What follows belongs to an exercise in optimizing a design on an open flow for small area, a short achievable clock period and few clock cycles; a production flow would make more cautious choices.
Function was checked by simulation only, so behaviour that the tests miss may differ from the original.
Power is estimated from default activity; no workload was simulated.

$ cat config.mk
export PLATFORM = sky130hd
export DESIGN_NAME = dvb_voice
export DESIGN_NICKNAME = dvb_voice
export VERILOG_FILES = /design/flow/design.v
export SDC_FILE = /design/flow/constraint.sdc
export NUM_CORES = 4
export LEC_CHECK = 0
export ABC_AREA = 1
export ABC_CLOCK_PERIOD_IN_PS = 100000
export CAP_MARGIN = 20
export CORE_MARGIN = 2
export CORE_UTILIZATION = 55
export PLACE_DENSITY = 0.7
export SLEW_MARGIN = 20
export BUFFER_PORTS_ARGS = -buffer_cell sky130_fd_sc_hd__buf_2
$ cat constraint.sdc
create_clock -name core_clock -period 180.0 [get_ports {clk}]
set_input_delay 36.0000 -clock core_clock [delete_from_list [all_inputs] [get_ports {clk}]]
set_output_delay 36.0000 -clock core_clock [all_outputs]
set_load 0.01 [all_outputs]
$ cat design.v
module dvb_rca #(parameter W = 8) (
    input  wire [W-1:0] a,
    input  wire [W-1:0] b,
    input  wire         ci,
    output wire [W-1:0] s,
    output wire         co
);
    wire [W:0] c;
    assign c[0] = ci;
    genvar i;
    generate
        for (i = 0; i < W; i = i + 1) begin : g_bit
            assign s[i]   = a[i] ^ b[i] ^ c[i];
            assign c[i+1] = (a[i] & b[i]) | (c[i] & (a[i] ^ b[i]));
        end
    endgenerate
    assign co = c[W];
endmodule
module dvb_voice (
    input  wire        clk,
    input  wire        rst,
    input  wire        cfg_we,
    input  wire [6:0]  cfg_addr,
    input  wire [7:0]  cfg_data,
    input  wire        cmd_valid,
    output wire        cmd_ready,
    input  wire [1:0]  cmd_op,
    input  wire [6:0]  cmd_note,
    input  wire [6:0]  cmd_vel,
    input  wire [15:0] cmd_count,
    output wire        out_valid,
    input  wire        out_ready,
    output wire [15:0] out_sample,
    output wire        active
);
    localparam [2:0] ENV_OFF     = 3'b000;
    localparam [2:0] ENV_ATTACK  = 3'b100;
    localparam [2:0] ENV_DECAY   = 3'b101;
    localparam [2:0] ENV_SUSTAIN = 3'b110;
    localparam [2:0] ENV_RELEASE = 3'b111;
    localparam [1:0] C_IDLE   = 2'd0;
    localparam [1:0] C_CMD    = 2'd1;
    localparam [1:0] C_NOTEON = 2'd2;
    localparam [1:0] C_RENDER = 2'd3;
    localparam [3:0] U_START = 4'd0;
    localparam [3:0] U_VIB   = 4'd1;
    localparam [3:0] U_U     = 4'd2;
    localparam [3:0] U_F     = 4'd3;
    localparam [3:0] U_FMOV  = 4'd4;
    localparam [3:0] U_FINE  = 4'd5;
    localparam [3:0] U_RMOV  = 4'd6;
    localparam [3:0] U_X     = 4'd7;
    localparam [3:0] U_XMOV  = 4'd8;
    localparam [3:0] U_DIV   = 4'd9;
    localparam [3:0] U_SSET  = 4'd10;
    localparam [3:0] U_SDIV  = 4'd11;
    localparam [3:0] U_KSET  = 4'd12;
    localparam [3:0] U_KMUL  = 4'd13;
    localparam [3:0] U_DONE  = 4'd14;
    localparam [3:0] U_PMOV  = 4'd15;
    reg [1:0]   initial_wave;
    reg [7:0]   seq_speed;
    reg [4:0]   seq_length;
    reg [7:0]   attack_length;
    reg [6:0]   attack_level;
    reg [7:0]   decay_length;
    reg [6:0]   decay_level;
    reg [7:0]   sustain_length;
    reg [6:0]   sustain_level;
    reg [7:0]   release_length;
    reg [7:0]   vib_delay;
    reg [5:0]   vib_speed;       
    reg [7:0]   vib_depth;
    reg [4:0]   arp_length;
    reg [31:0]  seq_waves;       
    reg [127:0] arp_offsets;     
    reg [15:0]  sample_rate;
    reg        cfg_we_q;
    reg [6:0]  cfg_addr_q;
    reg [7:0]  cfg_data_q;
    reg        rst_q;
    always @(posedge clk) begin
        cfg_we_q   <= cfg_we;
        cfg_addr_q <= cfg_addr;
        cfg_data_q <= cfg_data;
        rst_q      <= rst;
    end
    wire [1:0] cfg_wave  = (cfg_data_q[7:2] != 6'd0) ? 2'd3 : cfg_data_q[1:0];
    wire [6:0] cfg_level = (cfg_data_q[7] || (cfg_data_q[6] && cfg_data_q[5:0] != 6'd0)) ? 7'd64 : cfg_data_q[6:0];
    wire [4:0] cfg_len16 = ((cfg_data_q[7:5] != 3'd0) || (cfg_data_q[4] && cfg_data_q[3:0] != 4'd0)) ? 5'd16 : cfg_data_q[4:0];
    wire [7:0] wd      = cfg_data_q & {8{~rst_q}};
    wire [1:0] wd_wave = cfg_wave   & {2{~rst_q}};
    wire [6:0] wd_lvl  = cfg_level  & {7{~rst_q}};
    wire [4:0] wd_l16  = cfg_len16  & {5{~rst_q}};
    wire [7:0] wd_srl  = rst_q ? 8'd50 : cfg_data_q;
    function sel(input [6:0] a, input [6:0] v);
        sel = rst_q | (cfg_we_q & (a == v));
    endfunction
    localparam [111:0] SEQ_ADDR = {7'd61, 7'd58, 7'd55, 7'd52, 7'd49, 7'd46, 7'd43, 7'd40,
                                   7'd37, 7'd34, 7'd31, 7'd28, 7'd25, 7'd22, 7'd19, 7'd16};
    integer k;
    always @(posedge clk) begin
        if (sel(cfg_addr_q, 7'd1))  initial_wave   <= wd_wave;
        if (sel(cfg_addr_q, 7'd2))  seq_speed      <= wd;
        if (sel(cfg_addr_q, 7'd3))  seq_length     <= wd_l16;
        if (sel(cfg_addr_q, 7'd4))  attack_length  <= wd;
        if (sel(cfg_addr_q, 7'd5))  attack_level   <= wd_lvl;
        if (sel(cfg_addr_q, 7'd6))  decay_length   <= wd;
        if (sel(cfg_addr_q, 7'd7))  decay_level    <= wd_lvl;
        if (sel(cfg_addr_q, 7'd8))  sustain_length <= wd;
        if (sel(cfg_addr_q, 7'd9))  sustain_level  <= wd_lvl;
        if (sel(cfg_addr_q, 7'd10)) release_length <= wd;
        if (sel(cfg_addr_q, 7'd11)) vib_delay      <= wd;
        if (sel(cfg_addr_q, 7'd12)) vib_speed      <= wd[5:0];
        if (sel(cfg_addr_q, 7'd13)) vib_depth      <= wd;
        if (sel(cfg_addr_q, 7'd14)) arp_length     <= wd_l16;
        if (sel(cfg_addr_q, 7'd96)) sample_rate[7:0]  <= wd_srl;
        if (sel(cfg_addr_q, 7'd97)) sample_rate[15:8] <= wd;
        for (k = 0; k < 16; k = k + 1) begin
            if (sel(cfg_addr_q, SEQ_ADDR[7 * k +: 7]))
                seq_waves[2 * k +: 2] <= wd_wave;
            if (sel(cfg_addr_q, 7'd64 + k[6:0]))
                arp_offsets[8 * k +: 8] <= wd;
        end
    end
    wire       dl_gt;        
    wire [6:0] dl_dummy;
    wire       dl_ge_n;      
    dvb_rca #(7) u_dlcmp (.a(attack_level), .b(~decay_level), .ci(1'b1), .s(dl_dummy), .co(dl_ge_n));
    assign dl_gt = ~dl_ge_n;
    wire [6:0] decay_level_eff = dl_gt ? attack_level : decay_level;
    wire       sr_lt50  = (sample_rate[15:6] == 10'd0) &&
                          !(sample_rate[5] && sample_rate[4] && (sample_rate[3] || sample_rate[2] || sample_rate[1]));
    wire [15:0] rate_eff = sr_lt50 ? 16'd50 : sample_rate;
    reg [15:0] tick_acc;
    reg [6:0]  base_note;
    reg [6:0]  velocity;
    reg [21:0] phase;
    reg [21:0] phase_inc;
    reg [1:0]  active_wave;
    reg [3:0]  seq_step;
    reg [7:0]  seq_counter;
    reg [3:0]  arp_index;
    reg [5:0]  vib_phase;
    reg [7:0]  vib_delay_left;
    reg [2:0]  env_state;
    reg        active_q;        
    reg [7:0]  env_ticks;
    reg [22:0] env_volume;
    reg [28:0] vol_vel;         
    assign active = active_q;
    reg [3:0]  ust;
    reg [5:0]  cnt;
    reg        eng_next;        
    reg [32:0] acc;
    reg [22:0] qr;
    reg [21:0] pin;             
    wire       vdl_nz  = (vib_delay_left != 8'd0);
    wire [7:0] vdl_dec;
    wire       vdl_co;
    dvb_rca #(8) u_vdl (.a(vib_delay_left), .b(8'hff), .ci(1'b0), .s(vdl_dec), .co(vdl_co));
    wire [7:0] vdl_n   = vdl_nz ? vdl_dec : vib_delay_left;
    wire [5:0] vp_add;
    wire       vp_co;
    dvb_rca #(6) u_vp (.a(vib_phase), .b(vib_speed), .ci(1'b0), .s(vp_add), .co(vp_co));
    wire [5:0] vp_n    = vdl_nz ? vib_phase : vp_add;
    wire [4:0] ai_inc  = {1'b0, arp_index} + 5'd1;
    wire [4:0] ai_cmp_s;
    wire       ai_ge;           
    dvb_rca #(5) u_aic (.a(ai_inc), .b(~arp_length), .ci(1'b1), .s(ai_cmp_s), .co(ai_ge));
    wire [3:0] ai_n    = (arp_length == 5'd0) ? arp_index : (ai_ge ? 4'd0 : ai_inc[3:0]);
    wire       seq_on  = (seq_length != 5'd0) && (seq_speed != 8'd0);
    wire [7:0] sc_inc;
    wire       sc_co;
    dvb_rca #(8) u_sci (.a(seq_counter), .b(8'd0), .ci(1'b1), .s(sc_inc), .co(sc_co));
    wire [7:0] sc_cmp_s;
    wire       sc_cmp_co;       
    dvb_rca #(8) u_scc (.a(sc_inc), .b(~seq_speed), .ci(1'b1), .s(sc_cmp_s), .co(sc_cmp_co));
    wire       sc_ge   = sc_co | sc_cmp_co;
    wire       seq_adv = seq_on && sc_ge;
    wire [4:0] ss_inc  = {1'b0, seq_step} + 5'd1;
    wire [4:0] ss_cmp_s;
    wire       ss_ge;
    dvb_rca #(5) u_ssc (.a(ss_inc), .b(~seq_length), .ci(1'b1), .s(ss_cmp_s), .co(ss_ge));
    wire [1:0] seq_w   = seq_waves[2 * seq_step +: 2];
    wire [1:0] aw_n    = seq_adv ? seq_w : active_wave;
    wire [3:0] ss_n    = seq_adv ? (ss_ge ? 4'd0 : ss_inc[3:0]) : seq_step;
    wire [7:0] sc_n    = seq_adv ? 8'd0 : (seq_on ? sc_inc : seq_counter);
    function [21:0] wave_mask(input [1:0] w);
        wave_mask = (w == 2'd0) ? 22'h0fffff : (w == 2'd3) ? 22'h3fffff : 22'h1fffff;
    endfunction
    wire [7:0]  tk_inc;
    wire        tk_co;
    dvb_rca #(8) u_tki (.a(env_ticks), .b(8'd0), .ci(1'b1), .s(tk_inc), .co(tk_co));
    reg  [7:0]  len_sel;
    always @(*) begin
        case (env_state[1:0])
            2'b00:   len_sel = attack_length;
            2'b01:   len_sel = decay_length;
            2'b10:   len_sel = sustain_length;
            default: len_sel = release_length;
        endcase
    end
    wire [7:0]  tk_cmp_s;
    wire        tk_cmp_co;
    dvb_rca #(8) u_tkc (.a(tk_inc), .b(~len_sel), .ci(1'b1), .s(tk_cmp_s), .co(tk_cmp_co));
    wire        n_ge    = tk_co | tk_cmp_co;           
    wire        env_sub = (env_state[1:0] != 2'b00);
    wire [24:0] v_step;
    wire        v_co;
    dvb_rca #(25) u_vst (.a({2'b00, env_volume}), .b(env_sub ? ~{2'b00, qr} : {2'b00, qr}),
                         .ci(env_sub), .s(v_step), .co(v_co));
    wire [7:0]  va_s;
    wire        va_ge;
    dvb_rca #(8) u_vac (.a(v_step[23:16]), .b(~{1'b0, attack_level}), .ci(1'b1), .s(va_s), .co(va_ge));
    wire [7:0]  vd_s;
    wire        vd_ge;
    dvb_rca #(8) u_vdc (.a(v_step[23:16]), .b(~{1'b0, decay_level_eff}), .ci(v_step[15:0] != 16'd0), .s(vd_s), .co(vd_ge));
    wire        v_neg   = v_step[24];
    wire        vd_le   = v_neg | ~vd_ge;
    wire        vr_le   = v_neg | (v_step[23:0] == 24'd0);
    reg  [2:0]  st_n;
    reg  [7:0]  tk_n;
    reg  [22:0] vol_n;
    always @(*) begin
        st_n  = env_state;
        tk_n  = env_ticks;
        vol_n = env_volume;
        case (env_state)
            ENV_ATTACK: begin
                if (va_ge || n_ge) begin
                    tk_n = 8'd0;
                    if (decay_length == 8'd0) begin
                        st_n  = ENV_SUSTAIN;
                        vol_n = {sustain_level, 16'd0};
                    end else begin
                        st_n  = ENV_DECAY;
                        vol_n = {attack_level, 16'd0};
                    end
                end else begin
                    tk_n  = tk_inc;
                    vol_n = v_step[22:0];
                end
            end
            ENV_DECAY: begin
                if (vd_le || n_ge) begin
                    tk_n  = 8'd0;
                    st_n  = ENV_SUSTAIN;
                    vol_n = {sustain_level, 16'd0};
                end else begin
                    tk_n  = tk_inc;
                    vol_n = v_step[22:0];
                end
            end
            ENV_SUSTAIN: begin
                vol_n = {sustain_level, 16'd0};
                if (sustain_length != 8'd0) begin
                    tk_n = tk_inc;
                    if (n_ge) begin
                        tk_n = 8'd0;
                        if (release_length == 8'd0) begin
                            st_n  = ENV_OFF;
                            vol_n = 23'd0;
                        end else begin
                            st_n  = ENV_RELEASE;
                        end
                    end
                end
            end
            ENV_RELEASE: begin
                tk_n = tk_inc;
                if (vr_le || n_ge) begin
                    st_n  = ENV_OFF;
                    vol_n = 23'd0;
                end else begin
                    vol_n = v_step[22:0];
                end
            end
            default: ;
        endcase
    end
    wire [5:0] e_vp = eng_next ? vp_n : vib_phase;
    wire [3:0] e_ai = eng_next ? ai_n : arp_index;
    wire [1:0] e_aw = eng_next ? aw_n : active_wave;
    wire [3:0] sin_j = e_vp[3:0];
    localparam [479:0] SIN_TAB = {15'd1606, 15'd3196, 15'd4756, 15'd6270, 15'd7723, 15'd9102, 15'd10394, 15'd11585, 15'd12665, 15'd13623, 15'd14449, 15'd15137, 15'd15679, 15'd16069, 15'd16305, 15'd16384, 15'd16305, 15'd16069, 15'd15679, 15'd15137, 15'd14449, 15'd13623, 15'd12665, 15'd11585, 15'd10394, 15'd9102, 15'd7723, 15'd6270, 15'd4756, 15'd3196, 15'd1606, 15'd0};
    wire [14:0] sin_mag = SIN_TAB[15 * e_vp[4:0] +: 15];
    wire sin_neg  = e_vp[5];
    localparam [383:0] OCT_TAB = {6'd47, 6'd47, 6'd47, 6'd47, 6'd47, 6'd47, 6'd47, 6'd47, 6'd47, 6'd47, 6'd47, 6'd47, 6'd47, 6'd47, 6'd47, 6'd47, 6'd47, 6'd31, 6'd15, 6'd46, 6'd30, 6'd14, 6'd45, 6'd29, 6'd13, 6'd44, 6'd28, 6'd12, 6'd43, 6'd27, 6'd11, 6'd42, 6'd26, 6'd10, 6'd41, 6'd25, 6'd9, 6'd40, 6'd24, 6'd8, 6'd39, 6'd23, 6'd7, 6'd38, 6'd22, 6'd6, 6'd37, 6'd21, 6'd5, 6'd36, 6'd20, 6'd4, 6'd35, 6'd19, 6'd3, 6'd34, 6'd18, 6'd2, 6'd33, 6'd17, 6'd1, 6'd32, 6'd16, 6'd0};
    wire [5:0]  u_om  = OCT_TAB[6 * pin[15:10] +: 6];
    wire [3:0]  u_oct = u_om[3:0];
    wire [1:0]  u_m3  = u_om[5:4];
    wire [3:0] u_semi = {u_m3, pin[9:8]};
    localparam [271:0] SEMI_TAB = {17'd65536, 17'd65536, 17'd65536, 17'd65536, 17'd123715, 17'd116772, 17'd110218, 17'd104032, 17'd98193, 17'd92682, 17'd87480, 17'd82570, 17'd77936, 17'd73562, 17'd69433, 17'd65536};
    wire [16:0] semi_rd = SEMI_TAB[17 * u_semi +: 17];
    wire [7:0]  arp_entry = arp_offsets[8 * e_ai +: 8];
    wire [7:0]  arp_eff   = (arp_length != 5'd0) ? arp_entry : 8'd0;
    wire [7:0]  note_b;
    wire        note_bc;
    dvb_rca #(7) u_nb (.a(base_note), .b(7'd39), .ci(1'b0), .s(note_b[6:0]), .co(note_bc));
    assign note_b[7] = note_bc;
    wire [10:0] note_a;
    wire        note_co;
    dvb_rca #(11) u_note (.a({3'd0, note_b}), .b({{3{arp_eff[7]}}, arp_eff}), .ci(1'b0),
                          .s(note_a), .co(note_co));
    wire [5:0] div_n0 = (e_aw == 2'd0) ? 6'd20 : (e_aw == 2'd3) ? 6'd22 : 6'd21;    
    wire [5:0] div_n;
    wire       div_n_co;
    dvb_rca #(6) u_divn (.a(div_n0), .b({2'd0, u_oct}), .ci(1'b0), .s(div_n), .co(div_n_co));
    wire [5:0] div_kp;
    wire       div_kp_co;
    dvb_rca #(6) u_divk (.a(div_n), .b(6'd42), .ci(1'b0), .s(div_kp), .co(div_kp_co));    
    wire [5:0] kp_cmp_s;
    wire       kp_ge;           
    dvb_rca #(6) u_kpc (.a(cnt), .b(~div_kp), .ci(1'b1), .s(kp_cmp_s), .co(kp_ge));
    wire       num_live = div_kp[5] | (div_kp == 6'd0) | kp_ge;
    wire [6:0] dec_diff;
    wire       dec_co;
    dvb_rca #(7) u_ddf (.a(attack_level), .b(~decay_level_eff), .ci(1'b1), .s(dec_diff), .co(dec_co));
    reg [6:0] st_lvl;
    reg [7:0] st_len;
    always @(*) begin
        case (env_state[1:0])
            2'b00:   begin st_lvl = attack_level;  st_len = attack_length;  end
            2'b01:   begin st_lvl = dec_diff;      st_len = decay_length;   end
            default: begin st_lvl = sustain_level; st_len = release_length; end
        endcase
    end
    localparam [5:0] C55 = 6'd55;
    reg        mbit;
    always @(*) begin
        case (ust)
            U_VIB:   mbit = vib_depth[cnt[2:0]];
            U_F:     mbit = pin[cnt[2:0]];
            U_FINE:  mbit = qr[16];
            U_X:     mbit = C55[cnt[2:0]];
            U_KMUL:  mbit = velocity[cnt[2:0]];
            default: mbit = 1'b0;
        endcase
    end
    reg [32:0] mval;
    reg        mneg;
    always @(*) begin
        mneg = 1'b0;
        case (ust)
            U_START: mval = {{16{note_a[10]}}, note_a, 6'd0};
            U_VIB:   begin mval = {18'd0, sin_mag}; mneg = sin_neg; end
            U_F:     mval = 33'd3897;
            U_FINE:  mval = {16'd0, semi_rd};
            U_X:     mval = {16'd0, qr[16:0]};
            U_DIV:   begin mval = {17'd0, rate_eff}; mneg = ~acc[32]; end
            U_SDIV:  begin mval = {25'd0, st_len}; mneg = ~acc[32]; end
            U_KMUL:  mval = {10'd0, eng_next ? vol_n : env_volume};
            default: mval = 33'd0;
        endcase
    end
    wire div_st  = (ust == U_DIV) || (ust == U_SDIV);
    wire div_fd  = qr[22] & ((ust == U_SDIV) | num_live);
    wire acc_clr = (ust == U_START) || (ust == U_U) || (ust == U_FMOV) || (ust == U_RMOV) ||
                   (ust == U_XMOV) || (ust == U_SSET) || (ust == U_KSET);
    wire acc_add = (ust == U_START) || div_st || mbit;
    wire [32:0] acc_a = acc_clr ? 33'd0 : {acc[31:0], div_st & div_fd};
    wire [32:0] acc_b = acc_add ? (mneg ? ~mval : mval) : 33'd0;
    wire [32:0] acc_sum;
    wire        acc_co;
    dvb_rca #(33) u_acc (.a(acc_a), .b(acc_b), .ci(acc_add & mneg), .s(acc_sum), .co(acc_co));
    wire [26:0] u_raw  = acc[32:6];
    wire        u_over = (u_raw[25:16] != 10'd0) || (u_raw[15] && u_raw[14]);
    wire [15:0] u_cl   = u_raw[26] ? 16'd0 : u_over ? 16'd49151 : u_raw[15:0];
    wire [5:0] cnt_dec;
    wire       cnt_co;
    dvb_rca #(6) u_cnt (.a(cnt), .b(6'h3f), .ci(1'b0), .s(cnt_dec), .co(cnt_co));
    wire       cnt_z = (cnt == 6'd0);
    wire eng_ready = (ust == U_DONE) && eng_next;
    localparam [255:0] WSIN_TAB = {8'd12, 8'd25, 8'd37, 8'd49, 8'd60, 8'd71, 8'd81, 8'd90, 8'd98, 8'd106, 8'd112, 8'd117, 8'd122, 8'd125, 8'd126, 8'd127, 8'd126, 8'd125, 8'd122, 8'd117, 8'd112, 8'd106, 8'd98, 8'd90, 8'd81, 8'd71, 8'd60, 8'd49, 8'd37, 8'd25, 8'd12, 8'd0};
    reg  [7:0] w_mag;
    reg        w_neg;
    wire [7:0] w_lin = phase[19] ? {1'b0, phase[18:16], 4'd0} : {~|phase[18:16], phase[18:16] == 3'd0 ? 3'd0 : (3'd0 - phase[18:16]), 4'd0};
    always @(*) begin
        w_mag = 8'd0;
        w_neg = 1'b0;
        case (active_wave)
            2'd0: begin    
                w_neg = ~phase[19];
                w_mag = w_lin;
            end
            2'd1: begin    
                w_neg = phase[20];
                w_mag = 8'd64;
            end
            2'd2: begin    
                w_neg = phase[20] ^ ~phase[19];
                w_mag = w_lin;
            end
            default: begin    
                w_neg = phase[21];
                w_mag = WSIN_TAB[8 * phase[20:16] +: 8];
            end
        endcase
    end
    wire [7:0] wm = w_mag & {8{env_state[2]}};
    wire       wn = w_neg & env_state[2];
    wire [28:0] ppn [0:6];
    wire [35:0] prn [0:6];
    genvar gi;
    generate
        for (gi = 0; gi < 7; gi = gi + 1) begin : g_pp
            assign ppn[gi] = ~({29{wm[gi]}} & vol_vel);
        end
        assign prn[0] = {7'h7f, ppn[0]};
        for (gi = 1; gi < 7; gi = gi + 1) begin : g_row
            wire [28:0] rs;
            wire        rc;
            dvb_rca #(29) u_row (.a(prn[gi-1][28+gi:gi]), .b(ppn[gi]), .ci(1'b1), .s(rs), .co(rc));
            if (gi < 6) begin : g_mid
                assign prn[gi] = {{(6-gi){1'b1}}, rc, rs, prn[gi-1][gi-1:0]};
            end else begin : g_last
                assign prn[gi] = {rc, rs, prn[gi-1][gi-1:0]};
            end
        end
    endgenerate
    wire [20:0] s_x = wm[7] ? vol_vel[28:8] : ~prn[6][35:15];
    wire [13:0] s_a = s_x[20:7];
    wire [13:0] s_c;
    wire        s_cc;
    dvb_rca #(14) u_dc (.a(s_a), .b({7'd0, s_x[6:0]}), .ci(1'b0), .s(s_c), .co(s_cc));
    wire [7:0]  s_a2 = {s_cc, s_c[13:7]};
    wire [7:0]  s_s;
    wire        s_sc;
    dvb_rca #(8) u_ds (.a(s_a2), .b({1'b0, s_c[6:0]}), .ci(1'b0), .s(s_s), .co(s_sc));
    wire        s_e2 = (s_s[7:1] == 7'h7f);
    wire        s_e1 = s_s[7] | (s_s[6:0] == 7'h7f);
    wire [7:0]  s_t;
    wire        s_tc;
    dvb_rca #(8) u_dt (.a(s_a2), .b({6'd0, s_e2, s_e1 & ~s_e2}), .ci(1'b0), .s(s_t), .co(s_tc));
    wire [13:0] s_q0;
    wire        s_qc;
    dvb_rca #(14) u_dq (.a(s_a), .b({6'd0, s_t}), .ci(1'b0), .s(s_q0), .co(s_qc));
    wire [15:0] s_q = {1'b0, s_qc, s_q0};
    wire [15:0] sample;
    wire        smp_co;
    dvb_rca #(16) u_neg (.a(s_q ^ {16{wn}}), .b(16'd0), .ci(wn), .s(sample), .co(smp_co));
    wire [21:0] ph_sum;
    wire        ph_co;
    dvb_rca #(22) u_ph (.a(phase), .b(phase_inc), .ci(1'b0), .s(ph_sum), .co(ph_co));
    wire [15:0] tick_sum;
    wire        tick_c;
    dvb_rca #(16) u_ts (.a(tick_acc), .b(16'd50), .ci(1'b0), .s(tick_sum), .co(tick_c));
    wire [15:0] tick_dif;
    wire        tick_dc;
    dvb_rca #(16) u_td (.a(tick_sum), .b(~rate_eff), .ci(1'b1), .s(tick_dif), .co(tick_dc));
    wire        tick_due = tick_c | tick_dc;
    wire [15:0] fl_dec;
    wire        fl_co;
    dvb_rca #(16) u_fl (.a(frames_left), .b(16'hffff), .ci(1'b0), .s(fl_dec), .co(fl_co));
    reg [1:0]  ctl;
    reg        cmd_ready_q;
    reg        out_valid_q;     
    reg        ov;              
    reg [15:0] out_sample_q;
    reg        sv;              
    reg [15:0] skid;
    reg [15:0] frames_left;     
    reg [1:0]  op_q;
    reg        ticked;
    assign cmd_ready  = cmd_ready_q;
    assign out_valid  = out_valid_q;
    assign out_sample = out_sample_q;
    wire fl_zero    = (frames_left == 16'd0);
    wire need_tick  = !ticked && env_state[2] && tick_due;
    wire prod_slot  = (ctl == C_RENDER) && !sv && !fl_zero;
    wire prod_frame = prod_slot && !need_tick;
    wire do_tick    = prod_slot && need_tick && eng_ready;
    wire o_free     = ~ov | out_ready;
    wire prod       = prod_frame;
    always @(posedge clk) begin
        if (rst) begin
            active_q <= 1'b0;
        end else if (ctl == C_CMD) begin
            if (op_q == 2'd0)
                active_q <= 1'b1;
            else if (op_q == 2'd1 && env_state[1:0] != 2'b11 && release_length == 8'd0)
                active_q <= 1'b0;
        end else if (do_tick) begin
            active_q <= st_n[2];
        end
    end
    always @(posedge clk) begin
        if (rst) begin
            ctl         <= C_IDLE;
            cmd_ready_q <= 1'b1;
            out_valid_q <= 1'b0;
            ov          <= 1'b0;
            sv          <= 1'b0;
        end else begin
            case (ctl)
                C_IDLE: begin
                    if (cmd_valid) begin
                        cmd_ready_q <= 1'b0;
                        ctl         <= (cmd_op == 2'd2) ? C_RENDER : C_CMD;
                    end
                end
                C_CMD: begin
                    case (op_q)
                        2'd0: begin
                            ctl <= C_NOTEON;
                        end
                        2'd1: begin
                            ctl         <= C_IDLE;
                            cmd_ready_q <= 1'b1;
                        end
                        default: begin
                            ctl         <= C_IDLE;
                            cmd_ready_q <= 1'b1;
                        end
                    endcase
                end
                C_NOTEON: begin
                    if (ust == U_DONE && !eng_next) begin
                        ctl         <= C_IDLE;
                        cmd_ready_q <= 1'b1;
                    end
                end
                default: begin    
                    if (o_free) begin
                        ov          <= sv | prod_frame;
                        out_valid_q <= sv | prod_frame;
                        sv          <= 1'b0;
                        if (fl_zero && !sv) begin
                            ctl         <= C_IDLE;
                            cmd_ready_q <= 1'b1;
                        end
                    end else if (prod_frame) begin
                        sv <= 1'b1;
                    end
                end
            endcase
        end
    end
    always @(posedge clk) begin
        if (rst_q) begin
            ticked    <= 1'b0;
            env_state <= ENV_OFF;
        end else if (ctl == C_CMD) begin
            if (op_q == 2'd0) begin
                if (attack_length != 8'd0)
                    env_state <= ENV_ATTACK;
                else if (decay_length != 8'd0)
                    env_state <= ENV_DECAY;
                else
                    env_state <= ENV_SUSTAIN;
            end else if (op_q == 2'd1) begin
                if (env_state[2] && env_state[1:0] != 2'b11) begin
                    if (release_length == 8'd0)
                        env_state <= ENV_OFF;
                    else
                        env_state <= ENV_RELEASE;
                end
            end
        end else if (do_tick) begin
            ticked    <= 1'b1;
            env_state <= st_n;
        end else if (prod) begin
            ticked <= 1'b0;
        end
    end
    wire        ta_en  = rst_q | do_tick | (prod & env_state[2] & !ticked);
    wire [15:0] ta_val = (do_tick ? tick_dif : tick_sum) & {16{~rst_q}};
    always @(posedge clk)
        if (ta_en)
            tick_acc <= ta_val;
    wire        ph_clr = (ctl == C_CMD) && (op_q == 2'd0);
    wire        ph_en  = ph_clr | (do_tick & st_n[2]) | (prod & env_state[2]);
    wire [21:0] ph_d   = (do_tick ? (phase & wave_mask(aw_n)) : (ph_sum & wave_mask(active_wave))) & {22{~ph_clr}};
    always @(posedge clk)
        if (ph_en)
            phase <= ph_d;
    always @(posedge clk) begin
        if (ctl == C_RENDER) begin
            if (o_free && (sv || prod_frame))
                out_sample_q <= sv ? skid : sample;
            if (!o_free && prod_frame)
                skid <= sample;
        end
        case (ctl)
            C_IDLE: begin
                frames_left <= cmd_count;
                op_q        <= cmd_op;
                if (cmd_valid && cmd_op == 2'd0) begin
                    base_note <= cmd_note;
                    velocity  <= cmd_vel;
                end
            end
            C_CMD: begin
                if (op_q == 2'd0) begin
                    seq_step       <= 4'd0;
                    seq_counter    <= 8'd0;
                    active_wave    <= initial_wave;
                    arp_index      <= 4'd0;
                    vib_phase      <= 6'd0;
                    vib_delay_left <= vib_delay;
                    env_ticks      <= 8'd0;
                    if (attack_length != 8'd0)
                        env_volume <= 23'd0;
                    else if (decay_length != 8'd0)
                        env_volume <= {attack_level, 16'd0};
                    else
                        env_volume <= {sustain_level, 16'd0};
                end else if (op_q == 2'd1) begin
                    if (env_state[2] && env_state[1:0] != 2'b11) begin
                        env_ticks <= 8'd0;
                        if (release_length == 8'd0)
                            env_volume <= 23'd0;
                    end
                end
            end
            C_NOTEON: begin
                if (ust == U_DONE && !eng_next) begin
                    phase_inc <= pin;
                    vol_vel   <= acc[28:0];
                end
            end
            default: begin    
                if (do_tick) begin
                    env_ticks  <= tk_n;
                    env_volume <= vol_n;
                    if (st_n[2]) begin
                        vib_delay_left <= vdl_n;
                        vib_phase      <= vp_n;
                        arp_index      <= ai_n;
                        seq_counter    <= sc_n;
                        seq_step       <= ss_n;
                        active_wave    <= aw_n;
                        phase_inc      <= pin;
                        vol_vel        <= acc[28:0];
                    end
                end
                if (prod) begin
                    frames_left <= fl_dec;
                end
            end
        endcase
    end
    always @(posedge clk) begin
        if (rst_q) begin
            ust      <= U_DONE;
            eng_next <= 1'b0;
        end else begin
            case (ust)
                U_START: ust <= U_VIB;
                U_VIB:   if (cnt_z) ust <= U_U;
                U_U:     ust <= (u_cl[7:0] == 8'd0) ? U_RMOV : U_F;
                U_F:     if (cnt_z) ust <= U_FMOV;
                U_FMOV:  ust <= (acc[19:8] == 12'd0) ? U_RMOV : U_FINE;
                U_FINE:  if (cnt_z) ust <= U_RMOV;
                U_RMOV:  ust <= U_X;
                U_X:     if (cnt_z) ust <= U_XMOV;
                U_XMOV:  ust <= U_DIV;
                U_DIV:   if (cnt_z) ust <= U_PMOV;
                U_PMOV:  ust <= eng_next ? U_SSET : U_KSET;
                U_SSET:  ust <= U_SDIV;
                U_SDIV:  if (cnt_z) ust <= U_KSET;
                U_KSET:  ust <= (!eng_next && env_state[1:0] == 2'b00) ? U_DONE : U_KMUL;
                U_KMUL:  if (cnt_z) ust <= U_DONE;
                U_DONE: begin
                    if (!eng_next && ctl == C_NOTEON) begin
                        eng_next <= 1'b1;
                        ust      <= U_START;
                    end
                end
            endcase
            if (cfg_we_q || do_tick) begin
                eng_next <= 1'b1;
                ust      <= U_START;
            end else if (ctl == C_CMD && op_q == 2'd0) begin
                eng_next <= 1'b0;
                ust      <= U_START;
            end else if (ctl == C_CMD && op_q == 2'd1 && eng_next &&
                         (ust == U_SSET || ust == U_SDIV || ust == U_KSET || ust == U_KMUL || ust == U_DONE)) begin
                ust <= U_SSET;
            end
        end
    end
    always @(posedge clk) begin
        case (ust)
            U_START, U_U, U_FMOV, U_RMOV, U_XMOV, U_SSET, U_KSET, U_VIB, U_F, U_FINE, U_X, U_KMUL, U_DIV, U_SDIV:
                acc <= acc_sum;
            default: ;
        endcase
        case (ust)
            U_START: cnt <= 6'd7;
            U_U:     begin pin <= {6'd0, u_cl}; cnt <= 6'd7; end
            U_FMOV:  begin qr <= {6'd0, 5'b10000, acc[19:8]}; cnt <= 6'd16; end
            U_FINE:  begin qr <= {qr[21:0], 1'b0}; cnt <= cnt_dec; end
            U_RMOV:  begin qr <= {6'd0, (acc[32:16] == 17'd0) ? semi_rd : acc[32:16]}; cnt <= 6'd5; end
            U_XMOV:  begin qr <= acc[22:0]; cnt <= div_n; end
            U_DIV:   begin qr <= {qr[21:0], ~acc_sum[32]}; cnt <= cnt_dec; end
            U_PMOV:  pin <= {qr[21] & (div_n != 6'd20), qr[20:0]};
            U_SSET:  begin qr <= {st_lvl, 16'd0}; cnt <= 6'd22; end
            U_SDIV:  begin qr <= {qr[21:0], ~acc_sum[32]}; cnt <= cnt_dec; end
            U_KSET:  cnt <= 6'd6;
            U_VIB, U_F, U_X, U_KMUL: cnt <= cnt_dec;
            default: ;
        endcase
    end
endmodule
$ cat flow/run.sh
#!/bin/bash
# The standard layout (the standard.sh, all steps), with one change: the
# port buffers that the flow puts on every input and output are buf_2 cells
# instead of the flow's default pick, a slow delay buffer.
set -e
export BUFFER_PORTS_ARGS="-buffer_cell sky130_fd_sc_hd__buf_2"
echo "export BUFFER_PORTS_ARGS = -buffer_cell sky130_fd_sc_hd__buf_2" >> config.mk
bash standard.sh > standard.log 2>&1
$ cat standard.sh
#!/bin/bash
# synth_recipe.tcl (not shown) runs the flow's synth.tcl, then flattens the netlist and writes it again
# the make line also repeats each setting of config.mk as NAME=value (left out here)
make -C /OpenROAD-flow-scripts/flow DESIGN_CONFIG=/design/flow/config.mk WORK_HOME=/design/flow/orfs CLKGATE_MAP_FILE= SYNTH_SCRIPT=/design/flow/synth_recipe.tcl "${@:-finish}"
==> qor.txt, run 1 <==
Status: timing/DRC/antenna clean
Routed Antenna Nets: 0
Antenna cells: 0
Cell Pwr Density: 13.4 nW/um^2
Synth area leader: edfxtp_1
Worst Path Arrival: 1.12 ns
CP cell instances: buf_2
Clock sink count: 603
Post-DR wirelength/cell: 20.7 microns
NumNets Final: 4,686
Setup violations, final: 0
Fill count: 6,089
Cell area after layout: 43,400 sq um
IO Pins: 71
Syn_area_per_cell: 9.66 sq um
CP peak stage delay: 0.36 ns
Final WL: 107,000 microns
Core area: 71,400 sq um
Hold WC Path Type: reg2reg
Yosys cell types: 64
Mapped cell area: 39,600 sq um
Net Switching: 0.000234 W
Total number of vias: 29,900
Hpwl dp: 79,700 microns
Max_cap viols: 0
Kind of cell adding the most delay to the critical path: flip-flops
DR iter-0 viols: 2,836
Setup Skew: 0.0439 ns
# hold bufs at CTS: 0
DR WL met3: 8270 microns
DR pass1 iterations: 5
Buffer depth of the longest clock path: 3
Tmin final: 37.12 ns
Routed wl met2: 50,800 microns
R2R depth: 76
Initial core utilization: 0.555
H-tree levels: 3
Fin crit share: 0.206
P_int: 0.000347 W
Highest metal layer with signal wires: met4
Post-synth top area share: 0.433
Sequential share of the synthesized area: 0.449
Max VDD drop: 0.0107 mV
Worst skew pair latency: 0.63 ns
Most common cell after layout, fill and taps aside: nand2_1
Synth Instances: 4,097
Fin worst setup slack: 142.88 ns
Worst-margin pin slew: 1.14 ns
Largest net degree at the start of global routing: 65
Post-synth EDFFs: 571
Setup CP Type: reg2out
Sequential power share: 0.358
Post-route setup TNS: 0 ns
Initial antenna violation count: 1
Fmax: 0.0269 GHz
Wl on met1: 42,200 microns
CP Depth: 1
Post-place setup slack: 142.45 ns
Area grow syn2layout: 9.49%
RSZ-0062 raised after global routing: false
CP Buf/Inv Count: 1
Grt total ovfl: 0
Clock network power share: 0.244
Fin util: 0.607
Max Slew Vio Count: 0
R2R setup slack: 151.18 ns
Hold Path Depth: 0
Overall power: 0.000581 W
Cell row count: 98
Worst-path clk slew: 0.06 ns
Clk root buf: clkbuf_16
CTS Buf Count: 69
Synthesis-stage register bit count: 603
Post-CTS Setup Inserts: 0
GP Congestion: 0.986
CTS tree: done
Async S/R FF share, synth: 0
Die Wd: 272 microns
Slew headroom: 0.235
Leading cell types in the layout, fill and taps excluded: 780 x nand2_1, 571 x edfxtp_1, 566 x inv_1
IO buf count: 70
Share of cells above drive strength 1: 0.0723
Switching share of power: 0.402
Remaining DRCs: 0
Critical path startpoint category: register
First-pass GRT wire length: 165,000 microns
Dominant synthesized flop cell: edfxtp_1
Yosys warning count: 1
Crit path max fanout: 1
Mapped Nets: 4,628
Leak pwr: 18.6 nW
CP Capture Type: output pin
Final hold vios: 0
Via density: 5.80
Critical-path top delay cell: edfxtp_1
Die Height: 272 microns
Die area: 74,200 sq um
Worst EP required: 144.00 ns
Largest cells by area after synthesis: edfxtp_1 43%, fa_1 14%, nand2_1 7.4%, ha_1 6.1%, inv_1 5.4%
Combinational Power Share: 0.398
Post-DP Area: 41,100 sq um
Vias in the first global route: 28,906
Overall Global Routing Usage: 0.291
Post-CTS resize count: 0
## cell type report
class,count,area (sq um),share of cell area
Clock buffer,80,1770,0.0408
Clock inverter,40,469,0.0108
Tap cell,950,1190,0.0274
Sequential cell,603,17800,0.410
Inverter,585,2200,0.0507
Multi-Input combinational cell,2759,19100,0.440
Timing Repair Buffer,137,853,0.0197
## cells by family (layout without fill, tap and decap cells)
kind of cell,Yosys count,after routing,synth area share
buffers and inverters,735,842,0.0706
adders and majority gates,479,479,0.206
AOI/OAI and AO/OA,661,661,0.101
muxes,2,2,0.000506
DFF,603,603,0.449
and+or+nand+nor,1566,1566,0.161
xor gates and xnor gates,51,51,0.0113
## state kept, by name, indices dropped and copies added (netlist names), 23 cells and up
name	cells
env_volume	23
acc	33
arp_offsets	128
qr	23
seq_waves	32
vol_vel	29
## stage by stage
step           hold slack, ns  instances
2_1_floorplan           0.400       4097
5_1_grt                 0.438       5154
4_1_cts                 0.420       5154
3_5_place_dp            0.406       5034
3_3_place_gp            0.402       5034
6_report                0.418       5154
## Yosys cell counts (all sizes together), types with 3 or more instances
| cell | instances |
|---|---|
| nor3 | 32 |
| nor2 | 522 |
| clkbuf | 128 |
| a32oi | 13 |
| nand2 | 793 |
| o22ai | 46 |
| or2 | 6 |
| o211ai | 35 |
| dfxtp | 32 |
| o32ai | 3 |
| o21bai | 7 |
| a311oi | 8 |
| a21oi | 157 |
| nand4 | 27 |
| clkinv | 12 |
| a31oi | 18 |
| edfxtp | 571 |
| o221ai | 25 |
| o311ai | 7 |
| xnor2 | 20 |
| nor3b | 4 |
| fa | 286 |
| a211oi | 13 |
| o31ai | 23 |
| a221oi | 7 |
| a32o | 7 |
| buf | 22 |
| xor2 | 31 |
| a21boi | 7 |
| o2111ai | 8 |
| o21ai | 249 |
| a2111oi | 6 |
| nor4 | 22 |
| o21a | 14 |
| ha | 193 |
| nand3 | 158 |
| inv | 573 |
## layer usage
layer	track usage	vias up
li1	-	13838
met1	0.379	14397
met2	0.484	1368
met3	0.0380	297
met4	0.141	0
met5	0	-
## power by group through the flow
stage                     clock [W]  sequential, W  combinational [W]
after floorplan                   0       0.000200           0.000163
final                      0.000142       0.000208           0.000231
after detailed placement          0       0.000210           0.000228
after global routing       0.000148       0.000210           0.000260
after CTS                  0.000143       0.000207           0.000230
after global placement            0       0.000209           0.000223
## worst paths after layout
kind | startpoint | endpoint
worst max-delay path | out_sample_q[6]$_DFFE_PP_ | out_sample[6]
worst min-delay path | pin[19]$_SDFFCE_PN0P_ | phase_inc[19]$_DFFE_PP_
worst min register to register | pin[19]$_SDFFCE_PN0P_ | phase_inc[19]$_DFFE_PP_
worst max register to register | env_state[1]$_SDFFE_PP0P_ | qr[0]$_DFFE_PP_
Testbench counts, summed over its fixed seeds: cycles 646,383.
==> inputs of run 2 (changes only) <==
--- a/config.mk
+++ b/config.mk
@@ -11,4 +11,4 @@
 export CORE_MARGIN = 2
-export CORE_UTILIZATION = 55
-export PLACE_DENSITY = 0.7
+export CORE_UTILIZATION = 62
+export PLACE_DENSITY = 0.75
 export SLEW_MARGIN = 20
==> qor.txt, run 2 <==
Status: timing/DRC/antenna clean
Post-Synth Adder-Cell Area: 0.206 (unchanged)
Post-DP Area: 41,000 sq um (-0.30%)
Cell row count: 92 (-6.1%)
Multi-input logic area: 19,100 sq um (about the same)
Fmax: 0.0269 GHz (about the same)
Sequential share of the synthesized area: 0.449 (unchanged)
Critical-path top delay cell: edfxtp_1
Die area: 65,900 sq um (-11%)
Core area: 63,100 sq um (-12%)
Async S/R FF share, synth: 0 (unchanged)
Tmin final: 37.13 ns (+0.00900 ns)
Routed Antenna Nets: 0 (unchanged)
CP Capture Type: output pin
IO buf count: 70 (unchanged)
Post-route setup TNS: 0 ns (unchanged)
Total number of vias: 30,014 (+0.38%)
Top post-synthesis cells by count: 780 x nand2_1, 571 x edfxtp_1, 566 x inv_1
Worst-margin pin slew: 1.17 ns (+0.0347 ns)
Grt total ovfl: 0 (unchanged)
Largest cells by area after synthesis: edfxtp_1 43%, fa_1 14%, nand2_1 7.4%, ha_1 6.1%, inv_1 5.4%
Share of cells above drive strength 1: 0.0723 (about the same)
Sequential cell area: 17,800 sq um (unchanged)
Largest net degree at the start of global routing: 66 (+1.5%)
Synth Instances: 4,097 (unchanged)
Cell area after layout: 43,300 sq um (about the same)
Die Height: 257 microns (-5.7%)
Buffer depth of the longest clock path: 3 (unchanged)
Setup Skew: 0.0310 ns (-0.0129 ns)
Final WL: 110,000 microns (+2.8%)
Kind of cell adding the most delay to the critical path: flip-flops
Yosys warning count: 1 (unchanged)
H-tree levels: 3 (unchanged)
Post-synth top area share: 0.433 (unchanged)
Final hold vios: 0 (unchanged)
Simple-gate portion of the synthesized area: 0.161 (unchanged)
# hold bufs at CTS: 0 (unchanged)
Die Wd: 257 microns (-5.7%)
RSZ-0062 raised after global routing: false
Post-CTS Setup Inserts: 0 (unchanged)
CTS tree: done
NumNets Final: 4,682 (-0.085%)
Fin crit share: 0.206 (about the same)
CP peak stage delay: 0.37 ns (about the same)
Fill count: 4,924 (-19%)
Synthesis-stage register bit count: 603 (unchanged)
Clk root buf: clkbuf_16
Max Slew Vio Count: 0 (unchanged)
Worst Path Arrival: 1.13 ns (about the same)
Hpwl dp: 82,100 microns (+3.0%)
Leading registers by flop count: arp_offsets (128), acc (33), seq_waves (32)
Area grow syn2layout: 9.41% (about the same)
Overall Global Routing Usage: 0.338 (+0.0474)
CP Buf/Inv Count: 1 (unchanged)
First-pass GRT wire length: 169,000 microns (+2.4%)
Mux cell area share after synthesis: 0.000506 (unchanged)
Hold WC Path Type: reg2reg
Initial core utilization: 0.628 (+0.0729)
Vias in the first global route: 29,212 (+1.1%)
CTS Buf Count: 66 (-4.3%)
Setup violations, final: 0 (unchanged)
Mapped cell area: 39,600 sq um (unchanged)
Dpl cells: 4,929 (-2.1%)
DR pass1 iterations: 8 (+3)
IO Pins: 71 (unchanged)
Setup CP Type: reg2out
Worst skew pair latency: 0.64 ns (about the same)
R2R setup slack: 151.81 ns (+0.63 ns)
Critical path startpoint category: register
Leak pwr: 18.6 nW (+0.18%)
Dominant synthesized flop cell: edfxtp_1
Worst EP required: 144.00 ns (about the same)
GP Congestion: 1.08 (+9.8%)
Max VDD drop: 0.0130 mV (+21%)
Post-synth EDFFs: 571 (unchanged)
Initial antenna violation count: 1 (unchanged)
Post-CTS resize count: 0 (unchanged)
Post-route insts no fill: 5,050 (-2.0%)
Synth area leader: edfxtp_1
Mapped Nets: 4,628 (unchanged)
Biggest register: arp_offsets
DR iter-0 viols: 3,326 (+17%)
Most common cell after layout, fill and taps aside: nand2_1
Cell Pwr Density: 13.6 nW/um^2 (+1.3%)
Crit path max fanout: 1 (unchanged)
Count leader, synth: nand2_1
CP cell instances: buf_2
Post-DR wirelength/cell: 21.7 microns (+5.0%)
Main combinational cell family by area after synthesis: adder cells
Worst-path clk slew: 0.06 ns (about the same)
Syn_area_per_cell: 9.66 sq um (unchanged)
Clock sink count: 603 (unchanged)
Max_cap viols: 0 (unchanged)
Largest register FFs: 128 (unchanged)
Remaining DRCs: 0 (unchanged)
Via density: 5.94 (+2.4%)
Leading cell types in the layout, fill and taps excluded: 779 x nand2_1, 571 x edfxtp_1, 565 x inv_1
Slew headroom: 0.217 (-0.0180)
Synth Area in Compound Gates: 0.101 (unchanged)
Yosys cell types: 64 (unchanged)
Post-synthesis xor/xnor area fraction: 0.0113 (unchanged)
run 2: routing by layer:
| layer | wire length [microns] | vias to the layer above | global-route usage |
|---|---|---|---|
| met2 | 52900 | 1520 | 0.566 |
| met3 | 9490 | 337 | 0.0537 |
| met1 | 41100 | 14338 | 0.427 |
| li1 | - | 13817 | - |
| met4 | 6390 | 2 | 0.177 |
| met5 | 12 | - | 0 |
run 2: kinds of logic after synthesis:
kind of cell	after synthesis
adder cells (fa/ha/maj)	479
AO/OA/AOI/OAI	661
buffers and inverters	735
multiplexers	2
flip-flops	603
AND/OR/NAND/NOR	1566
XOR/XNOR	51
run 2: path summary, 6_finish.rpt:
kind | start | cells past startpoint | end
setup / recovery | out_sample_q[11]$_DFFE_PP_ | 1 | out_sample[11]
hold reg to reg | pin[20]$_SDFFCE_PN0P_ | 0 | phase_inc[20]$_DFFE_PP_
hold / removal | pin[20]$_SDFFCE_PN0P_ | 0 | phase_inc[20]$_DFFE_PP_
setup reg to reg | phase[19]$_DFFE_PP_ | 81 | out_sample_q[14]$_DFFE_PP_
run 2: through the flow:
step / hold slack (ns) / setup WS, ns / util / total power [W]
2_1_floorplan: 0.400 / 142.79 / - / 0.000363
3_3_place_gp: 0.402 / 142.54 / 0.650 / 0.000433
3_5_place_dp: 0.411 / 142.55 / 0.650 / 0.000438
4_1_cts: 0.423 / 142.84 / 0.687 / 0.000585
5_1_grt: 0.425 / 142.83 / 0.687 / 0.000623
6_report: 0.424 / 142.87 / 0.687 / 0.000588
run 2: cell type report:
class,count,share of cell area
Tap cell,846,0.0244
Antenna cell,1,0.0000578
Inverter,585,0.0507
Sequential cell,603,0.411
Clock buffer,81,0.0409
Multi-Input combinational cell,2759,0.441
Clock inverter,39,0.0129
Timing Repair Buffer,136,0.0196
run 2: power breakdown:
part / total (W) / switching (W) / internal, W
clock network: 0.000146 / 0.0000600 / 0.0000858
registers: 0.000208 / 0.0000203 / 0.000188
logic: 0.000234 / 0.000157 / 0.0000770
run 2: worst reg2reg max path: cells and delay by family (launching register included):
| family | cells | cell delay (ns) |
|---|---|---|
| adder cells (fa/ha/maj) | 57 | 23.57 |
| AND/OR/NAND/NOR | 5 | 0.80 |
| flip-flops | 1 | 0.71 |
| buffers and inverters | 9 | 1.17 |
| AO/OA/AOI/OAI | 7 | 1.13 |
| XOR/XNOR | 3 | 0.50 |
==> inputs of run 3 (changes only) <==
--- a/design.v
+++ b/design.v
@@ -77,12 +77,7 @@
     reg [15:0]  sample_rate;
-    reg        cfg_we_q;
-    reg [6:0]  cfg_addr_q;
-    reg [7:0]  cfg_data_q;
     reg        rst_q;
-    always @(posedge clk) begin
-        cfg_we_q   <= cfg_we;
-        cfg_addr_q <= cfg_addr;
-        cfg_data_q <= cfg_data;
-        rst_q      <= rst;
-    end
+    always @(posedge clk) rst_q <= rst;
+    wire       cfg_we_q   = cfg_we;
+    wire [6:0] cfg_addr_q = cfg_addr;
+    wire [7:0] cfg_data_q = cfg_data;
     wire [1:0] cfg_wave  = (cfg_data_q[7:2] != 6'd0) ? 2'd3 : cfg_data_q[1:0];
@@ -90,9 +85,9 @@
     wire [4:0] cfg_len16 = ((cfg_data_q[7:5] != 3'd0) || (cfg_data_q[4] && cfg_data_q[3:0] != 4'd0)) ? 5'd16 : cfg_data_q[4:0];
-    wire [7:0] wd      = cfg_data_q & {8{~rst_q}};
-    wire [1:0] wd_wave = cfg_wave   & {2{~rst_q}};
-    wire [6:0] wd_lvl  = cfg_level  & {7{~rst_q}};
-    wire [4:0] wd_l16  = cfg_len16  & {5{~rst_q}};
-    wire [7:0] wd_srl  = rst_q ? 8'd50 : cfg_data_q;
+    wire [7:0] wd      = cfg_data_q & {8{~rst}};
+    wire [1:0] wd_wave = cfg_wave   & {2{~rst}};
+    wire [6:0] wd_lvl  = cfg_level  & {7{~rst}};
+    wire [4:0] wd_l16  = cfg_len16  & {5{~rst}};
+    wire [7:0] wd_srl  = rst ? 8'd50 : cfg_data_q;
     function sel(input [6:0] a, input [6:0] v);
-        sel = rst_q | (cfg_we_q & (a == v));
+        sel = rst | (cfg_we_q & (a == v));
     endfunction
--- a/config.mk
+++ b/config.mk
@@ -11,4 +11,4 @@
 export CORE_MARGIN = 2
-export CORE_UTILIZATION = 62
-export PLACE_DENSITY = 0.75
+export CORE_UTILIZATION = 55
+export PLACE_DENSITY = 0.7
 export SLEW_MARGIN = 20
==> qor.txt, run 3 <==
Net Switching: 0.000234 W (-1.4%)
Sequential share of the synthesized area: 0.444 (-0.00541)
Count leader, synth: nand2_1
Cell row count: 98 (+6.5%)
Synth area leader: edfxtp_1
Largest register FFs: 128 (unchanged)
Final WL: 113,000 microns (+2.5%)
Setup violations, final: 0 (unchanged)
Hpwl dp: 85,200 microns (+3.8%)
Switching share of power: 0.410 (+0.00747)
Post-CTS Setup Inserts: 0 (unchanged)
Share of cells above drive strength 1: 0.0694 (-0.00295)
Yosys cell types: 72 (+13%)
Max VDD drop: 0.0107 mV (-18%)
IO Pins: 71 (unchanged)
Die Wd: 271 microns (+5.8%)
Post-route setup TNS: 0 ns (unchanged)
DR iter-0 viols: 3,740 (+12%)
Routed Antenna Nets: 0 (unchanged)
Core area: 71,100 sq um (+13%)
Area grow syn2layout: 9.20%
CTS tree: done
Post-synth EDFFs: 571 (unchanged)
Critical path startpoint category: input pin
RSZ-0062 raised after global routing: false
Combinational Power Share: 0.400 (+0.003)
Initial antenna violation count: 2 (+1)
Top post-synthesis cells by count: 781 x nand2_1, 571 x edfxtp_1, 558 x inv_1
Total number of vias: 30,168 (+0.51%)
Die area: 73,700 sq um (+12%)
# hold bufs at CTS: 0 (unchanged)
Final hold vios: 0 (unchanged)
P_int: 0.000335 W (-4.4%)
Fin crit share: 0.210 (+0.00401)
Leading registers by flop count: arp_offsets (128), acc (33), seq_waves (32)
GP Congestion: 1.01 (-6.8%)
Max_cap viols: 0 (unchanged)
Status: timing/DRC/antenna clean
Worst Path Arrival: 38.19 ns (+37.06 ns)
Worst-margin pin slew: 1.14 ns (-0.0332 ns)
Largest cells by area after synthesis: edfxtp_1 44%, fa_1 15%, nand2_1 7.4%, ha_1 6.1%, inv_1 5.3%
Buffer depth of the longest clock path: 3 (unchanged)
Leading cell types in the layout, fill and taps excluded: 781 x nand2_1, 571 x edfxtp_1, 558 x inv_1
Setup Skew: 0.0589 ns (+0.0278 ns)
Sequential power share: 0.360 (+0.005)
Syn_area_per_cell: 9.63 sq um (-0.36%)
Mapped cell area: 39,400 sq um (-0.60%)
Grt total ovfl: 0 (unchanged)
Die Height: 271 microns (+5.8%)
Worst skew pair latency: 0.64 ns (about the same)
Cell Pwr Density: 13.2 nW/um^2 (-2.4%)
NumNets Final: 4,662 (-0.43%)
Vias in the first global route: 28,694 (-1.8%)
Remaining DRCs: 0 (unchanged)
Async S/R FF share, synth: 0 (unchanged)
Setup CP Type: in2reg
Clock network power share: 0.240 (-0.008)
Yosys warning count: 1 (unchanged)
Fin util: 0.604 (-0.0825)
Post-DR wirelength/cell: 21.9 microns (+0.86%)
Initial core utilization: 0.553 (-0.0743)
Most common cell after layout, fill and taps aside: nand2_1
DR pass1 iterations: 6 (-2)
Slew headroom: 0.241 (+0.0242)
H-tree levels: 3 (unchanged)
Worst-path clk slew: 0.06 ns (about the same)
Clk root buf: clkbuf_16
Mapped Nets: 4,618 (-0.22%)
Synthesis-stage register bit count: 587 (-2.7%)
Overall power: 0.000569 W (-3.2%)
Leak pwr: 18.3 nW (-1.6%)
Via density: 5.88 (-1.1%)
Overall Global Routing Usage: 0.306 (-0.0322)
Synth Instances: 4,087 (-0.24%)
Biggest register: arp_offsets
Max Slew Vio Count: 0 (unchanged)
Crit path max fanout: 52 (+51)
Post-synth top area share: 0.436 (+0.00263)
Tmin final: 37.85 ns (+0.722 ns)
Dominant synthesized flop cell: edfxtp_1
IO buf count: 70 (unchanged)
Post-CTS resize count: 0 (unchanged)
Clock sink count: 587 (-2.7%)
Hold WC Path Type: reg2reg
First-pass GRT wire length: 170,000 microns (+0.63%)
CP Capture Type: register
Largest net degree at the start of global routing: 66 (unchanged)
CTS Buf Count: 66 (unchanged)
Fmax: 0.0264 GHz (-1.9%)
Worst EP required: 180.34 ns (+36.34 ns)
## run 3: metrics by stage
step | cells | instance area (sq um) | hold WS, ns | setup slack [ns]
floorplan | 4087 | 39400 | 0.400 | 142.27
global placement | 5011 | 40800 | 0.404 | 141.58
detailed placement | 5011 | 40800 | 0.405 | 141.57
CTS | 5128 | 43000 | 0.384 | 142.28
global route | 5130 | 43000 | 0.396 | 142.07
finish | 5131 | 43000 | 0.383 | 142.15
## run 3: path summary, 6_finish.rpt
check / from / end / slack (ns) / depth (start not counted)
worst max-delay path: rst / arp_offsets[33]$_DFFE_PP_ / 142.15 / 5
worst min-delay path: pin[20]$_SDFFCE_PN0P_ / phase_inc[20]$_DFFE_PP_ / 0.38 / 0
worst max register to register: env_state[1]$_SDFFE_PP0P_ / qr[0]$_DFFE_PP_ / 151.47 / 81
worst min register to register: pin[20]$_SDFFCE_PN0P_ / phase_inc[20]$_DFFE_PP_ / 0.38 / 0
## run 3: kinds of logic after synthesis
family,Yosys count,share of synthesized area
simple gates,1594,0.168
fa+ha+maj,479,0.207
buf+inv,727,0.0706
flops,587,0.444
xor+xnor,50,0.0111
mux,3,0.000763
compound gates,647,0.0992
## run 3: power groups by stage
stage	clock network (W)	registers [W]	logic (W)
final	0.000137	0.000205	0.000228
after global routing	0.000143	0.000206	0.000254
after CTS	0.000137	0.000204	0.000224
after detailed placement	0	0.000207	0.000223
after global placement	0	0.000206	0.000219
after floorplan	0	0.000195	0.000158
## run 3: area by class of cell
type | instances | area (sq um)
Timing Repair Buffer | 125 | 758
Clock inverter | 37 | 482
Antenna cell | 1 | 2.50
Multi-Input combinational cell | 2773 | 19200
Clock buffer | 80 | 1700
Fill cell | 5961 | 28100
Inverter | 578 | 2170
Sequential cell | 587 | 17500
Tap cell | 950 | 1190
## run 3: worst max-delay path: stages
cell      delay, ns
buf_2          0.63
clkinv_1       0.46
buf_4          0.42
o21ai_0        0.35
clkbuf_2       0.29
## run 3: routing by layer
metal | wire (microns) | global-route usage | up-vias
li1 | - | - | 13780
met1 | 46500 | 0.438 | 14523
met2 | 49500 | 0.468 | 1581
met3 | 11600 | 0.0533 | 282
met4 | 4950 | 0.121 | 2
met5 | 19 | 0 | -
Testbench counts of run 3, summed over its fixed seeds: cycles 646,383.

==> re-timing with driven ports <==
In the flow no input, the clock included, has a driving cell. The finished layouts below were timed again as built, in two steps.
Step 1 assumes that a clkbuf_16 drives the clock port and a buf_2 every other input.
Step 2 also shifts input and output timing later by t, the mid clock arrival at the registers, as if the neighbouring blocks saw the same clock.
Slacks: ideal / step 1 / step 2; pairs: ideal / step 1.
run | t, ns | setup WS [ns] | worst setup path at the end | worst data-port slew with drivers (ns) | pins driven straight from the clock port
run 1 | 0.674 | 142.877 / 142.814 / 142.481 | input to register | 0.04 | 1
run 2 | 0.690 | 142.868 / 142.802 / 142.583 | input to register | 0.04 | 1
run 3 | 0.680 | 142.146 / 142.122 / 141.442 | input to register | 0.08 | 1
After both steps every run listed still meets setup and hold. The setup slack of run 3, which loses most, moves by -0.024 ns with the drivers and by -0.704 ns with both steps.
